Context: an optimization exercise on an open-source flow, tuned for small area, a short achievable clock period and few clock cycles per item. The choices shown serve that exercise and are no tape-out recipe.
In this exercise RTL edits were held to simulation tests only and were not proved equivalent to the original.
Power figures rest on the tool's default switching activity, not on a simulated workload.

// gcr62_codec
module gcr62_codec (
    input  wire       clk,
    input  wire       rst,
    input  wire       in_valid,
    output reg        in_ready,
    input  wire [7:0] in_data,
    input  wire       in_mode,
    output reg        out_valid,
    input  wire       out_ready,
    output reg  [7:0] out_data,
    output reg        out_last,
    output reg        out_err,
    output reg        out_ckerr
);
    function [7:0] nib_rom;
        input [5:0] v;
        begin
            case (v)
                6'd0:  nib_rom = 8'h96;  6'd1:  nib_rom = 8'h97;
                6'd2:  nib_rom = 8'h9A;  6'd3:  nib_rom = 8'h9B;
                6'd4:  nib_rom = 8'h9D;  6'd5:  nib_rom = 8'h9E;
                6'd6:  nib_rom = 8'h9F;  6'd7:  nib_rom = 8'hA6;
                6'd8:  nib_rom = 8'hA7;  6'd9:  nib_rom = 8'hAB;
                6'd10: nib_rom = 8'hAC;  6'd11: nib_rom = 8'hAD;
                6'd12: nib_rom = 8'hAE;  6'd13: nib_rom = 8'hAF;
                6'd14: nib_rom = 8'hB2;  6'd15: nib_rom = 8'hB3;
                6'd16: nib_rom = 8'hB4;  6'd17: nib_rom = 8'hB5;
                6'd18: nib_rom = 8'hB6;  6'd19: nib_rom = 8'hB7;
                6'd20: nib_rom = 8'hB9;  6'd21: nib_rom = 8'hBA;
                6'd22: nib_rom = 8'hBB;  6'd23: nib_rom = 8'hBC;
                6'd24: nib_rom = 8'hBD;  6'd25: nib_rom = 8'hBE;
                6'd26: nib_rom = 8'hBF;  6'd27: nib_rom = 8'hCB;
                6'd28: nib_rom = 8'hCD;  6'd29: nib_rom = 8'hCE;
                6'd30: nib_rom = 8'hCF;  6'd31: nib_rom = 8'hD3;
                6'd32: nib_rom = 8'hD6;  6'd33: nib_rom = 8'hD7;
                6'd34: nib_rom = 8'hD9;  6'd35: nib_rom = 8'hDA;
                6'd36: nib_rom = 8'hDB;  6'd37: nib_rom = 8'hDC;
  ...
==> flow/config.mk <==
export PLATFORM = sky130hd
export DESIGN_NAME = gcr62_codec
export DESIGN_NICKNAME = gcr62_codec
export VERILOG_FILES = /design/flow/design.v
export SDC_FILE = /design/flow/constraint.sdc
export NUM_CORES = 4
export LEC_CHECK = 0
export CAP_MARGIN = 20
export CORE_MARGIN = 2
export CORE_UTILIZATION = 60
export CTS_CLUSTER_DIAMETER = 100
export CTS_CLUSTER_SIZE = 24
export SLEW_MARGIN = 20
export BUFFER_PORTS_ARGS = -buffer_cell sky130_fd_sc_hd__buf_4
export SETUP_SLACK_MARGIN = 8.8
==> flow/constraint.sdc <==
create_clock -name core_clock -period 13.0 [get_ports {clk}]
set_input_delay 2.6000 -clock core_clock [delete_from_list [all_inputs] [get_ports {clk}]]
set_output_delay 2.6000 -clock core_clock [all_outputs]
set_load 0.01 [all_outputs]
standard.sh (not shown) runs the stock make flow with config.mk's settings and CLKGATE_MAP_FILE= SYNTH_SCRIPT=/design/flow/synth_recipe.tcl, a recipe that flattens the netlist after the stock synthesis.
==> flow/flow/run.sh <==
#!/bin/bash
# Own flow: the standard layout (standard.sh, standard synthesis unchanged), with
#  - ports buffered with sky130_fd_sc_hd__buf_4 instead of the default port buffer;
#  - repair_timing aiming below the design's period (setup margin), so the resizer
#    works on the paths that set the achieved period.
# The SDC (clock period, I/O delays, loads) is the standard flow's, unchanged.
set -euo pipefail
cat >> config.mk <<'EOC'
export BUFFER_PORTS_ARGS = -buffer_cell sky130_fd_sc_hd__buf_4
export SETUP_SLACK_MARGIN = 8.8
EOC
bash standard.sh > standard_flow.log 2>&1
Testbench counts at the start, summed over its fixed seeds: cycles 65,913, items 192.
==> next run, changes <==
==> flow/run.sh (new file) <==
#!/bin/bash
# synth_recipe.tcl (not shown) runs the flow's synth.tcl, then flattens the netlist and writes it again
# the make line also repeats each setting of config.mk as NAME=value (left out here)
make -C /OpenROAD-flow-scripts/flow DESIGN_CONFIG=/design/flow/config.mk WORK_HOME=/design/flow/orfs CLKGATE_MAP_FILE= SYNTH_SCRIPT=/design/flow/synth_recipe.tcl finish
- BUFFER_PORTS_ARGS: -buffer_cell sky130_fd_sc_hd__buf_4 -> unset
- CAP_MARGIN: 20 -> 40
- SETUP_SLACK_MARGIN: 8.8 -> unset
- SLEW_MARGIN: 20 -> 60
removed: flow/flow/run.sh
removed: flow/standard.sh
Utilization is higher by 1.6 points.
Worst setup slack degrades by 0.16 ns.
Power is higher by 0.33%.

[port drivers added, routing unchanged]
How much do the figures lean on ideal ports? The routed layouts below were timed once more, with nothing changed but the port constraints.
Step 1: set_driving_cell puts a clkbuf_16 on clk and a buf_2 on each other input, an assumption about the parent block.
Step 2, shift: input delay + t, output delay - t, t = (earliest + latest rising clock arrival at the registers) / 2. This alone moves slack from input paths to output paths.
a / b / c = ideal ports / drivers / drivers and shift; a / b = the first two.
run	t, ns	setup slack, ns	latest minus earliest clock arrival (ns)	worst data-port slew with drivers (ns)
the first run	0.844	8.826 / 8.826 / 8.735	0.054 / 0.054	0.04
the second run	0.847	8.669 / 8.579 / 8.391	0.050 / 0.051	0.06
After both steps setup and hold are still met in every run listed. The setup slack of the second run, which loses most, moves by -0.090 ns with the drivers and by -0.278 ns with both steps.
